What follows belongs to an exercise in optimizing a design on an open flow for a short achievable clock period and few clock cycles; a production flow would make more cautious choices.
No functional check of the RTL was part of any run shown here.
Power is estimated from default activity; no workload was simulated.

<file path="flow/design.v">
module ssq_symdec (
    input  wire        clk,
    input  wire        rst,
    input  wire        in_valid,
    output wire        in_ready,
    input  wire [7:0]  in_data,
    input  wire        in_last,
    output reg         out_valid,
    input  wire        out_ready,
    output reg  [7:0]  out_data,
    output reg         out_last,
    output reg  [1:0]  out_err,
    output reg  [15:0] out_err_pos,
    output reg  [7:0]  out_err_val,
    output reg  [2:0]  out_pad
);
    localparam ERR_NONE = 2'd0;
    localparam ERR_SDEC = 2'd1;
    localparam ERR_CDEC = 2'd2;
    localparam EV_NONE  = 2'd0;
    localparam EV_SDEC  = 2'd1;   
    localparam EV_CEND  = 2'd2;   
    localparam EV_CNEXT = 2'd3;   
    localparam DEPTH = 10;        
    localparam IW    = 13;        
    localparam RW    = 26;        
    reg        in_ready_r;
    reg        c_v;
    reg [7:0]  c_data;
    reg        c_last;
    assign in_ready = in_ready_r;
    always @(posedge clk) begin
        c_v    <= in_valid && in_ready_r && !rst;
        c_data <= in_data;
        c_last <= in_last;
    end
    reg        chr_ok;
    reg [4:0]  chr_bits;
    reg [2:0]  chr_len;
    always @(*) begin
        chr_ok   = 1'b1;
        chr_bits = 5'b00000;
        chr_len  = 3'd0;
        case (c_data)
            8'h2A: begin chr_bits = 5'b10000; chr_len = 3'd1; end  
            8'h25: begin chr_bits = 5'b11000; chr_len = 3'd2; end  
            8'h24: begin chr_bits = 5'b11100; chr_len = 3'd3; end  
            8'h23: begin chr_bits = 5'b11110; chr_len = 3'd4; end  
            8'h21: begin chr_bits = 5'b11111; chr_len = 3'd5; end  
            8'h26: begin chr_bits = 5'b10100; chr_len = 3'd3; end  
            default: chr_ok = 1'b0;
        endcase
    end
    reg        d_v;
    reg        d_ok;
    reg [4:0]  d_bits;
    reg [2:0]  d_len;
    reg        d_last;
    reg [7:0]  d_char;
    reg [15:0] d_idx;
    reg [15:0] chr_idx;     
    always @(posedge clk) begin
        d_bits <= chr_bits;
        d_len  <= chr_len;
        d_ok   <= chr_ok;
        d_last <= c_last;
        d_char <= c_data;
        d_idx  <= chr_idx;
        if (rst) begin
            d_v     <= 1'b0;
            chr_idx <= 16'd0;
        end else begin
            d_v <= c_v;
            if (c_v)
                chr_idx <= c_last ? 16'd0 : chr_idx + 16'd1;
        end
    end
    reg [2:0]  ph;          
    reg [3:0]  pend;        
    reg        stop;        
    wire [8:0] win  = {pend, 5'b00000} | ({d_bits, 4'b0000} >> ph);
    wire [3:0] t    = {1'b0, ph} + {1'b0, d_len};
    wire       full = (t >= 4'd5);
    wire       bad  = full && !win[4];
    wire       bad2 = full && win[4] && !win[3] && (t != 4'd5);
    wire [2:0] ph_n   = full ? t[2:0] - 3'd5 : t[2:0];
    wire [3:0] pend_n = full ? win[3:0] : win[8:5];
    reg        o_v;
    reg        o_end;
    reg        o_blk_v;     
    reg [4:0]  o_blk;
    reg        o_rem_v;     
    reg [2:0]  o_rem_n;
    reg [3:0]  o_rem;       
    reg [1:0]  o_ev;
    reg [15:0] o_idx;
    reg [7:0]  o_char;
    always @(posedge clk) begin
        o_end   <= d_last;
        o_blk   <= bad ? {1'b0, win[8:5]} : win[8:4];
        o_idx   <= d_idx;
        o_char  <= d_char;
        if (d_ok) begin
            o_rem_n <= ph_n;
            o_rem   <= pend_n;
        end else begin
            o_rem_n <= ph;
            o_rem   <= pend;
        end
        if (rst) begin
            ph      <= 3'd0;
            pend    <= 4'd0;
            stop    <= 1'b0;
            o_v     <= 1'b0;
            o_blk_v <= 1'b0;
            o_rem_v <= 1'b0;
            o_ev    <= EV_NONE;
        end else begin
            o_v     <= d_v;
            o_blk_v <= 1'b0;
            o_rem_v <= 1'b0;
            o_ev    <= EV_NONE;
            if (d_v && !stop) begin
                if (!d_ok) begin
                    o_rem_v <= (ph != 3'd0);
                    o_ev    <= EV_SDEC;
                    stop    <= 1'b1;
                end else begin
                    o_blk_v <= full;
                    if (bad) begin
                        o_ev <= EV_CEND;
                        stop <= 1'b1;
                    end else if (bad2) begin
                        o_ev <= EV_CNEXT;
                        stop <= 1'b1;
                    end else begin
                        ph      <= ph_n;
                        pend    <= pend_n;
                        o_rem_v <= d_last && (ph_n != 3'd0);
                    end
                end
            end
            if (d_v && d_last) begin
                ph   <= 3'd0;
                pend <= 4'd0;
                stop <= 1'b0;
            end
        end
    end
    reg [15:0] bpos4;       
    reg [15:0] bpos5;       
    reg [1:0]  e_err;       
    reg [15:0] e_pos;
    reg [7:0]  e_val;
    reg [4:0] rem_chunk;
    always @(*) begin
        case (o_rem_n)
            3'd1:    rem_chunk = {4'b0000, o_rem[3]};
            3'd2:    rem_chunk = {3'b000, o_rem[3:2]};
            3'd3:    rem_chunk = {2'b00, o_rem[3:1]};
            default: rem_chunk = {1'b0, o_rem};
        endcase
    end
    reg [1:0]  ev_err;
    reg [15:0] ev_pos;
    reg [7:0]  ev_val;
    always @(*) begin
        case (o_ev)
            EV_SDEC:  begin ev_err = ERR_SDEC; ev_pos = o_idx; ev_val = o_char; end
            EV_CEND:  begin ev_err = ERR_CDEC; ev_pos = bpos4; ev_val = 8'h20;  end
            EV_CNEXT: begin ev_err = ERR_CDEC; ev_pos = bpos5; ev_val = 8'h20;  end
            default:  begin ev_err = e_err;    ev_pos = e_pos; ev_val = e_val;  end
        endcase
    end
    reg          q_v;
    reg [IW-1:0] q_item;
    reg          q_rec_v;
    reg [RW-1:0] q_rec;
    always @(posedge clk) begin
        q_item[12:11] <= {1'b0, o_blk_v} + {1'b0, o_rem_v};
        q_item[10:1]  <= o_blk_v ? (o_rem_v ? {o_blk, rem_chunk} : {o_blk, 5'b00000})
                                 : (o_rem_v ? {rem_chunk, 5'b00000} : 10'd0);
        q_item[0]     <= o_end;
        q_rec         <= {ev_err, ev_pos, ev_val};
        if (rst) begin
            q_v     <= 1'b0;
            q_rec_v <= 1'b0;
            bpos4   <= 16'd4;
            bpos5   <= 16'd5;
            e_err   <= ERR_NONE;
            e_pos   <= 16'd0;
            e_val   <= 8'd0;
        end else begin
            q_v     <= o_v && (o_blk_v || o_rem_v || o_end);
            q_rec_v <= o_v && o_end;
            if (o_v) begin
                if (o_end) begin
                    bpos4 <= 16'd4;
                    bpos5 <= 16'd5;
                    e_err <= ERR_NONE;
                    e_pos <= 16'd0;
                    e_val <= 8'd0;
                end else begin
                    if (o_blk_v) begin
                        bpos4 <= bpos4 + 16'd5;
                        bpos5 <= bpos5 + 16'd5;
                    end
                    e_err <= ev_err;
                    e_pos <= ev_pos;
                    e_val <= ev_val;
                end
            end
        end
    end
    reg [IW-1:0]    fq [0:DEPTH-1];
    reg [DEPTH-1:0] fv;     
    wire            pop;
    integer i;
    always @(posedge clk) begin
        for (i = 0; i < DEPTH; i = i + 1) begin
            if (pop) begin
                if (q_v && fv[i] && (i == DEPTH-1 || !fv[(i < DEPTH-1) ? i+1 : i]))
                    fq[i] <= q_item;
                else if (i < DEPTH-1)
                    fq[i] <= fq[(i < DEPTH-1) ? i+1 : i];
            end else begin
                if (q_v && !fv[i] && (i == 0 || fv[(i > 0) ? i-1 : 0]))
                    fq[i] <= q_item;
            end
        end
        if (rst) begin
            fv <= {DEPTH{1'b0}};
        end else begin
            case ({q_v, pop})
                2'b10: fv <= {fv[DEPTH-2:0], 1'b1};
                2'b01: fv <= {1'b0, fv[DEPTH-1:1]};
                default: fv <= fv;
            endcase
        end
    end
    always @(posedge clk) begin
        if (rst)
            in_ready_r <= 1'b1;
        else
            in_ready_r <= !fv[DEPTH-6];
    end
    reg [RW-1:0] rq [0:15];
    reg [3:0]    rq_wp;
    reg [3:0]    rq_rp;
    reg [RW-1:0] r_head;    
    wire         emit_end;
    always @(posedge clk) begin
        if (q_rec_v)
            rq[rq_wp] <= q_rec;
        r_head <= emit_end ? rq[rq_rp + 4'd1] : rq[rq_rp];
        if (rst) begin
            rq_wp <= 4'd0;
            rq_rp <= 4'd0;
        end else begin
            if (q_rec_v)
                rq_wp <= rq_wp + 4'd1;
            if (emit_end)
                rq_rp <= rq_rp + 4'd1;
        end
    end
    wire [IW-1:0] h = fq[0];
    wire [1:0]  h_n    = h[12:11];
    wire [9:0]  h_bits = h[10:1];
    wire        h_end  = h[0];
    reg [16:0] acc;         
    reg [4:0]  cnt;         
    reg        end_pend;    
    reg [2:0]  p_pad;
    reg        skid_v;
    wire       can_push = !skid_v;
    wire big        = cnt[4] || cnt[3];
    wire emit_data  = can_push && big;
    wire emit_flush = can_push && !big && end_pend && (cnt[2:0] != 3'd0);
    assign emit_end = can_push && !big && end_pend && (cnt[2:0] == 3'd0);
    wire emit       = emit_data || emit_flush || emit_end;
    wire        end_a = end_pend && !emit_end;
    assign pop = fv[0] && !end_a && (emit_data ? !cnt[4] : !big);
    wire [4:0]  cnt_a = emit_data ? cnt - 5'd8
                                  : (emit_flush ? 5'd0 : cnt);
    wire [16:0] acc_a = emit_data ? {acc[8:0], 8'd0} : (emit_flush ? 17'd0 : acc);
    wire [16:0] ins   = {h_bits, 7'd0} >> cnt[2:0];
    wire [4:0]  nbit  = h_n[1] ? 5'd10 : (h_n[0] ? 5'd5 : 5'd0);
    wire        b_last = emit_end;
    wire [7:0]  b_data = emit_end ? 8'd0 : acc[16:9];
    wire [1:0]  b_err  = emit_end ? r_head[25:24] : 2'd0;
    wire [15:0] b_pos  = emit_end ? r_head[23:8]  : 16'd0;
    wire [7:0]  b_val  = emit_end ? r_head[7:0]   : 8'd0;
    wire [2:0]  b_pad  = emit_end ? p_pad : 3'd0;
    always @(posedge clk) begin
        if (rst) begin
            acc      <= 17'd0;
            cnt      <= 5'd0;
            end_pend <= 1'b0;
            p_pad    <= 3'd0;
        end else begin
            acc      <= acc_a | (pop ? ins : 17'd0);
            cnt      <= cnt_a + (pop ? nbit : 5'd0);
            end_pend <= end_a || (pop && h_end);
            if (emit_flush)
                p_pad <= 3'd0 - cnt[2:0];
            else if (emit_end)
                p_pad <= 3'd0;
        end
    end
    reg        s_last;
    reg [7:0]  s_data;
    reg [1:0]  s_err;
    reg [15:0] s_pos;
    reg [7:0]  s_val;
    reg [2:0]  s_pad;
    wire out_free = !out_valid || out_ready;
    always @(posedge clk) begin
        if (rst) begin
            out_valid <= 1'b0;
            skid_v    <= 1'b0;
        end else begin
            if (out_free) begin
                out_valid <= skid_v || emit;
                skid_v    <= 1'b0;
            end else if (emit) begin
                skid_v    <= 1'b1;
            end
        end
        if (out_free) begin
            if (skid_v) begin
                out_last    <= s_last;
                out_data    <= s_data;
                out_err     <= s_err;
                out_err_pos <= s_pos;
                out_err_val <= s_val;
                out_pad     <= s_pad;
            end else begin
                out_last    <= b_last;
                out_data    <= b_data;
                out_err     <= b_err;
                out_err_pos <= b_pos;
                out_err_val <= b_val;
                out_pad     <= b_pad;
            end
        end
        if (!skid_v) begin
            s_last <= b_last;
            s_data <= b_data;
            s_err  <= b_err;
            s_pos  <= b_pos;
            s_val  <= b_val;
            s_pad  <= b_pad;
        end
    end
endmodule
</file>
<file path="flow/run.sh">
#!/bin/bash
# synth_recipe.tcl (not shown) runs the flow's synth.tcl, then flattens the netlist and writes it again
# the make line also repeats each setting of config.mk as NAME=value (left out here)
make -C /OpenROAD-flow-scripts/flow DESIGN_CONFIG=/design/flow/config.mk WORK_HOME=/design/flow/orfs CLKGATE_MAP_FILE= SYNTH_SCRIPT=/design/flow/synth_recipe.tcl finish
</file>
<file path="flow/config.mk">
export PLATFORM = sky130hd
export DESIGN_NAME = ssq_symdec
export DESIGN_NICKNAME = ssq_symdec
export VERILOG_FILES = /design/flow/design.v
export SDC_FILE = /design/flow/constraint.sdc
export NUM_CORES = 4
export LEC_CHECK = 0
export CAP_MARGIN = 20
export CORE_MARGIN = 2
export CORE_UTILIZATION = 40
export SLEW_MARGIN = 20
</file>
<file path="flow/constraint.sdc">
create_clock -name core_clock -period 5.0 [get_ports {clk}]
set_input_delay 1.0000 -clock core_clock [delete_from_list [all_inputs] [get_ports {clk}]]
set_output_delay 1.0000 -clock core_clock [all_outputs]
set_load 0.01 [all_outputs]
</file>
==> results by group, run 1 <==
Worst setup path
  – Bufs and invs on worst path: 2
  – Worst reg2reg path depth: 10
  – Crit Path Class: flop to flop
  – Critical Path Fanout Max: 24
  – Data arrival, critical path: 4230 ps
  – Startpoint Class: flop
  – Critical-path cell list: inv_1 -> ha_1 -> ha_1 -> a2bb2oi_1 -> o21ai_1 -> nand2_1 -> inv_2 -> ha_1 -> nor2_1 -> a221oi_1
  – Reg2reg end: fv[0]$_SDFFE_PP0P_
  – Delay-heaviest family, CP: adder cells
  – Crit path required time: 5530 ps
  – Reg2reg start: cnt[1]$_SDFF_PP0_
  – Most used cell, CP: ha_1
  – CP max-delay cell: ha_1
  – Crit path launch: cnt[1]$_SDFF_PP0_
  – Reg2Reg Setup Slack: 1300 ps
  – CP Capture Type: flop
  – Largest stage delay, worst path: 740 ps

Detailed routing
  – DR vias: 20200
  – DR vias/cell: 5.60
  – Post-DR wirelength/cell: 23.0 um
  – DRC viols: 0
  – Final wirelength: 83300 um
  – 1st-iter DRT viols: 1800
  – Drt first pass iters: 7
  – Routed Antenna Nets: 0

Cells and area
  – Most common cell after layout, fill and taps aside: edfxtp_1
  – Nets: 2386
  – Fraction of layout cells with a size suffix above 1: 25.9%
  – Commonest cells after routing, fill and taps aside: edfxtp_1, dfxtp_1, mux4_2
  – Layout area overhead: 13.2%
  – Layout fillers: 7785

STA
  – Fin Setup TNS: 0 ps
  – Max-slew violation count: 0
  – Slew HR: 26.1%
  – Setup-failing EPs final: 0
  – RSZ-0062 raised after global routing: no
  – Max Clk Rate: 270 MHz
  – Min Tclk post-route: 3700 ps
  – Worst Tran Pin Value: 1110 ps
  – Final Skew: 29.2 ps
  – Final Hold Viols: 0
  – Final period util: 74.1%

Synthesis
  – Post-synthesis cell area: 37000 um^2
  – EDFF count, synth: 574
  – Most used flip-flop cell after synthesis: edfxtp_1
  – Mean Syn Cell Area: 16.2 um^2
  – Seq/Total Area, Yosys: 64.1%
  – Syn Nets: 2326
  – Dominant cells by area after synthesis: edfxtp_1, dfxtp_1, mux4_2
  – Post-synth top area share: 46.6%
  – Number of distinct library cells after synthesis: 77
  – Synth area leader: edfxtp_1
  – Mapped Cells: 2288
  – Yosys reg bits: 897
  – YS warnings: 2
  – FFs w/ async S/R, synth: 0%

Die
  – Placeable Area: 91700 um^2
  – # rows: 111
  – I/O pin total: 53
  – Die Ht: 308 um
  – Die area: 94800 um^2
  – DIE WIDTH: 308 um
  – Initial core utilization: 40.3%

Global routing
  – Largest net degree at the start of global routing: 81
  – Global route total overflow: 0
  – First-pass GRT wire length: 129000 um
  – Vias in the first global route: 21000
  – GRT Util Overall: 17.9%
  – Initial antenna violation count: 3

Min path
  – Hold depth: 0
  – Hold Path Origin: d_char[1]$_DFF_P_
  – Worst hold endpoint: o_char[1]$_DFF_P_
  – Worst min path class: flop to flop

Placed design
  – Dpl hpwl: 49400 um
  – Final Wtd Congestion: 0.810
  – Port bufs: 52

Clock network
  – Root Driver: clkbuf_16
  – Clock-pin slew on the worst setup and hold paths: 60 ps
  – Sink Count: 897
  – Max Root-Sink Buffers: 3
  – Clk Latency, worst-skew pair: 650 ps
  – # hold bufs at CTS: 0
  – Post-CTS Setup Repair Bufs: 0
  – TritonCTS clock tree: done
  – Post_cts resized: 0
  – Num CTS Buffers: 93
  – H-tree depth: 3

Outcome
  – Status: finished clean

Run
  – Max-Cap Viols: 0

Pwr
  – Pwr dens: 398 nW/um^2
  – Tot Pwr: 16600 uW
  – Static Leak: 0.0140 uW
  – Max rail drop VDD: 0.000258 V
-- where the power goes --
group | switching, uW | leakage, uW | internal [uW]
Clock | 2850 | 0.00150 | 3930
Sequential | 167 | 0.00802 | 8190
Combinational | 757 | 0.00447 | 749
Total | 3770 | 0.0140 | 12900
-- how the worst max path moves through the flow --
stage,depth (start not counted),endpoint,slack [ps]
after floorplan,18,cnt[4]$_SDFF_PP0_,1680
after global placement,10,fv[0]$_SDFFE_PP0P_,1530
after detailed placement,10,fv[0]$_SDFFE_PP0P_,1280
after CTS,10,fv[0]$_SDFFE_PP0P_,1290
after global routing,11,fv[2]$_SDFFE_PP0P_,920
final,10,fv[0]$_SDFFE_PP0P_,1300
-- sequential cells by signal, summed over array words and instances (netlist names), 10 cells and up, named ones only --
name and count:
rq 416, o_idx 16, chr_idx 16, r_head 26, d_idx 16, fv 10
acc 17, bpos4 16, fq 120, q_item 12, bpos5 16, out_err_pos 16
e_pos 16, q_rec 26, s_pos 16
-- worst reg2reg max path, cell delays in order (launching register included) --
cell and delay, ps:
dfxtp_1 720, inv_1 170, ha_1 230, ha_1 250
a2bb2oi_1 170, o21ai_1 110, nand2_1 460, inv_2 360
ha_1 750, nor2_1 100, a221oi_1 290
-- Yosys cell counts (23+ instances only) --
| cell | count |
|---|---|
| edfxtp_1 | 574 |
| dfxtp_1 | 323 |
| mux4_2 | 278 |
| nand2_1 | 171 |
| nor2_1 | 156 |
| mux2_2 | 121 |
| clkbuf_1 | 89 |
| a21oi_1 | 82 |
| mux2i_1 | 40 |
| o21ai_0 | 40 |
| nor2b_1 | 37 |
| a22o_1 | 29 |
| inv_1 | 28 |
| buf_2 | 27 |
| xnor2_1 | 26 |
| ha_1 | 23 |
-- layer usage --
layer	part of all wire, %	wire length, um	vias to the layer above	global-route usage, %
met1	43	35800	10500	24.1
li1	-	-	8997	-
met3	6.2	5150	142	3.36
met2	48	40100	639	29.4
met5	0	0	-	0
met4	2.6	2170	0	5.55
-- logic make-up (layout without fill, tap and decap cells) --
logic type | Yosys count | count (layout) | synth area share, %
flops | 897 | 897 | 64.1
simple gates | 506 | 506 | 6.47
mux | 440 | 440 | 21.7
compound gates | 209 | 209 | 3.71
buf+inv | 164 | 302 | 1.93
xor+xnor | 47 | 47 | 1.13
fa+ha+maj | 25 | 25 | 0.887
other cells | 0 | 2 | 0
-- layout make-up --
class,count,area [um^2],area share [%]
well taps,1186,1480,3.55
clock buffers,120,2590,6.20
repair buffers,98,888,2.12
flip-flops and latches,897,23700,56.7
multi-input cells,1227,12600,30.1
inverters,31,116,0.278
clock inverters,53,442,1.06
diodes,2,5.00,0.0120
-- per-stage QoR --
step / area, um^2 / utilization (%) / hold slack (ps) / cells / worst slack, ps
4_1_cts: 41800 / 45.6 / 310 / 3612 / 1290
3_5_place_dp: 38800 / 42.3 / 312 / 3439 / 1280
2_1_floorplan: 37000 / - / 310 / 2288 / 1680
5_1_grt: 41800 / 45.6 / 316 / 3612 / 924
6_report: 41800 / 45.6 / 314 / 3614 / 1300
3_3_place_gp: 38800 / 42.3 / 312 / 3439 / 1530
==> inputs of run 2 (changes only) <==
--- a/flow/config.mk
+++ b/flow/config.mk
@@ -8,4 +8,5 @@
 export CAP_MARGIN = 20
 export CORE_MARGIN = 2
 export CORE_UTILIZATION = 40
+export SETUP_SLACK_MARGIN = 2.8
 export SLEW_MARGIN = 20
==> results by group, run 2 <==
Synthesis
  – Mapped Cells: 2288 (unchanged)
  – Synth Area in XOR/XNOR: 1.13% (unchanged)
  – Seq/Total Area, Yosys: 64.1% (unchanged)
  – Post-synthesis cell area: 37000 um^2 (unchanged)
  – Post-Synth Simple-Gate Area: 6.47% (unchanged)
  – Yosys reg bits: 897 (unchanged)
  – Main combinational cell family by area after synthesis: multiplexers (unchanged)
  – Synth Area in Adders: 0.887% (unchanged)
  – Synth Area in Compound Gates: 3.71% (unchanged)
  – YS warnings: 2 (unchanged)
  – Synth area leader: edfxtp_1 (unchanged)
  – Most used flip-flop cell after synthesis: edfxtp_1 (unchanged)
  – Post-synth top area share: 46.6% (unchanged)
  – Mean Syn Cell Area: 16.2 um^2 (unchanged)
  – EDFF count, synth: 574 (unchanged)
  – FFs w/ async S/R, synth: 0% (unchanged)
  – Number of distinct library cells after synthesis: 77 (unchanged)
  – Syn Nets: 2326 (unchanged)
  – Count leader, synth: edfxtp_1 (unchanged)
  – Dominant cells by area after synthesis: edfxtp_1, dfxtp_1, mux4_2 (unchanged)
  – Mux cell area share after synthesis: 21.7% (unchanged)
  – Top cells by count, synth: edfxtp_1, dfxtp_1, mux4_2 (unchanged)

Pwr
  – Pwr dens: 391 nW/um^2 (was 398 nW/um^2)
  – Static Leak: 0.0152 uW (was 0.0140 uW)
  – Max rail drop VDD: 0.000301 V (was 0.000258 V)

Cells and area
  – Most common cell after layout, fill and taps aside: edfxtp_1 (unchanged)
  – Biggest registers after layout: rq: 416 flops, fq: 120 flops (unchanged)
  – Layout area overhead: 19.6% (was 13.2%)
  – Commonest cells after routing, fill and taps aside: edfxtp_1, dfxtp_1, mux4_2 (unchanged)
  – Fraction of layout cells with a size suffix above 1: 33.9% (was 25.9%)
  – Nets: 2491 (was 2386)
  – Biggest register: rq (unchanged)
  – Max reg flops: 416 (unchanged)
  – Antenna Cells: 0 (was 2)

Die
  – DIE WIDTH: 308 um (unchanged)
  – Die area: 94800 um^2 (unchanged)
  – Die Ht: 308 um (unchanged)
  – Placeable Area: 91700 um^2 (unchanged)
  – Initial core utilization: 40.3% (unchanged)
  – I/O pin total: 53 (unchanged)
  – # rows: 111 (unchanged)

STA
  – Max-slew violation count: 0 (unchanged)
  – Worst Slack Setup Final: 2320 ps (was 1300 ps)
  – Final Hold Viols: 0 (unchanged)
  – Slew HR: 33.8% (was 26.1%)
  – Worst Tran Pin Value: 993 ps (was 1110 ps)
  – RSZ-0062 raised after global routing: yes (was no)
  – Setup-failing EPs final: 0 (unchanged)
  – Final Skew: 39.4 ps (was 29.2 ps)
  – Min Tclk post-route: 2680 ps (was 3700 ps)
  – Max Clk Rate: 373 MHz (was 270 MHz)
  – Hold WS: 325 ps (was 314 ps)
  – Fin Setup TNS: 0 ps (unchanged)
  – Final period util: 53.7% (was 74.1%)

Clock network
  – Sink Count: 897 (unchanged)
  – Root Driver: clkbuf_16 (unchanged)
  – H-tree depth: 3 (unchanged)
  – Num CTS Buffers: 95 (was 93)
  – TritonCTS clock tree: done (unchanged)
  – # hold bufs at CTS: 0 (unchanged)
  – Max Root-Sink Buffers: 3 (unchanged)
  – Clk Latency, worst-skew pair: 680 ps (was 650 ps)
  – Clock-pin slew on the worst setup and hold paths: 60 ps (about the same)

Run
  – Max-Cap Viols: 0 (unchanged)

Global routing
  – GRT Util Overall: 18.9% (was 17.9%)
  – Largest net degree at the start of global routing: 81 (unchanged)
  – Initial antenna violation count: 1 (was 3)
  – Vias in the first global route: 21500 (was 21000)
  – First-pass GRT wire length: 135000 um (was 129000 um)
  – Global route total overflow: 0 (unchanged)

Detailed routing
  – 1st-iter DRT viols: 2024 (was 1800)
  – Drt first pass iters: 8 (was 7)
  – DR vias: 21000 (was 20200)
  – DRC viols: 0 (unchanged)
  – Final wirelength: 90100 um (was 83300 um)
  – DR vias/cell: 5.65 (was 5.60)
  – Routed Antenna Nets: 0 (unchanged)
  – Post-DR wirelength/cell: 24.2 um (was 23.0 um)

Worst setup path
  – Data arrival, critical path: 3280 ps (was 4230 ps)
  – Startpoint Class: flop (unchanged)
  – Reg2reg end: ph[0]$_SDFFE_PP0P_ (was fv[0]$_SDFFE_PP0P_)
  – Crit path required time: 5600 ps (was 5530 ps)
  – CP Capture Type: flop (unchanged)
  – Reg2reg start: ph[0]$_SDFFE_PP0P_ (was cnt[1]$_SDFF_PP0_)
  – End of the critical path: ph[0]$_SDFFE_PP0P_ (was fv[0]$_SDFFE_PP0P_)
  – Crit Path Class: flop to flop (unchanged)
  – Critical Path Fanout Max: 7 (was 24)
  – Crit path launch: ph[0]$_SDFFE_PP0P_ (was cnt[1]$_SDFF_PP0_)
  – Worst reg2reg path depth: 11 (was 10)
  – Reg2Reg Setup Slack: 2320 ps (was 1300 ps)

Placed design
  – Dpl hpwl: 49100 um (was 49400 um)
  – Setup WS pre-CTS: 1750 ps (was 1280 ps)
  – Port bufs: 52 (unchanged)
  – Final Wtd Congestion: 0.804 (was 0.810)

Outcome
  – Status: finished clean (unchanged)

Min path
  – Hold depth: 0 (unchanged)
  – Worst min path class: flop to flop (unchanged)
-- run 2: cell counts after synthesis --
No cell type changed its count.
-- run 2: routing by layer --
| layer | track usage (%) | part of all wire, % | wire (um) |
|---|---|---|---|
| met1 | 24.7 | 41 | 36900 |
| met4 | 6.72 | 3.1 | 2770 |
| met3 | 2.92 | 6.1 | 5500 |
| met2 | 32.0 | 50 | 44900 |
| met5 | 0 | 0 | 0 |
-- run 2: cell families after synthesis --
logic type,after synthesis
flops,897
simple gates,506
mux,440
compound gates,209
buf+inv,164
xor+xnor,47
fa+ha+maj,25
-- run 2: worst min-delay path by stage --
stage                      startpoint  slack [ps]           endpoint
floorplan           d_char[0]$_DFF_P_         310  o_char[0]$_DFF_P_
global placement     d_idx[8]$_DFF_P_         310   o_idx[8]$_DFF_P_
detailed placement  d_idx[11]$_DFF_P_         310  o_idx[11]$_DFF_P_
CTS                 d_idx[11]$_DFF_P_         330  o_idx[11]$_DFF_P_
global route        d_idx[11]$_DFF_P_         330  o_idx[11]$_DFF_P_
finish              d_idx[11]$_DFF_P_         330  o_idx[11]$_DFF_P_
-- run 2: timing repair --
action / 4_1_cts / 5_1_grt
setup endpoints to repair: 391 / 275
buffers inserted: 58 / 25
resized for setup: 258 / 73
pin swaps: 25 / 21
gates cloned: 13 / 9
-- run 2: critical path, cell delays in order, from the launching register on --
cell and delay [ps]:
dfxtp_4 360, ha_4 120, inv_2 30, fa_2 590
ha_4 150, or2b_1 280, a221oi_4 280, buf_6 160
nor3_4 50, a211oi_4 220, buf_12 170, mux2i_1 190
-- run 2: power by group --
part	leakage, uW	internal (uW)	switching (uW)
Combinational	0.00569	1030	987
Sequential	0.00803	8190	139
Clock	0.00151	3950	2980
Total	0.0152	13200	4110
-- run 2: final cells by class --
| class | instances | area [um^2] |
|---|---|---|
| fill | 7615 | 47400 |
| timing repair buffer | 193 | 2170 |
| sequential | 897 | 23700 |
| timing repair inverter | 1 | 8.76 |
| clock inverter | 61 | 581 |
| inverter | 31 | 145 |
| multi-input combinational | 1234 | 13500 |
| clock buffer | 118 | 2530 |
| tap | 1186 | 1480 |
-- run 2: per-stage QoR --
step / util (%) / cell area [um^2] / std cells / total power (uW)
floorplan: - / 37800 / 2288 / 9780
global route: 48.2 / 44200 / 3721 / 17900
CTS: 47.5 / 43600 / 3687 / 17300
finish: 48.2 / 44200 / 3721 / 17300
global placement: 42.9 / 39300 / 3435 / 10100
detailed placement: 42.9 / 39400 / 3437 / 10200

-- separate check: timing with driven ports --
The flow's constraints put no driver on any port. The routed layouts listed below were extracted and timed again, unchanged, in two steps. Step 1, drivers: a clkbuf_16 drives clk and a buf_2 each remaining input, both assumed. Step 2 adds t to the input delays and takes it off the output delays; t is the mean of the earliest and latest rising clock arrival at the registers after step 1. Input paths then give back, and output paths get back, about the clock's delay inside the block. Three values: ideal ports, drivers, drivers and shift; two values: the first two.
run | shift t [ns] | setup slack, ns | clock arrival spread, ns
run 1 | 0.704 | 1.297 / 1.297 / 1.297 | 0.032 / 0.031
run 2 | 0.726 | 2.317 / 2.317 / 2.317 | 0.043 / 0.043
After both steps setup and hold are still met in every run listed.
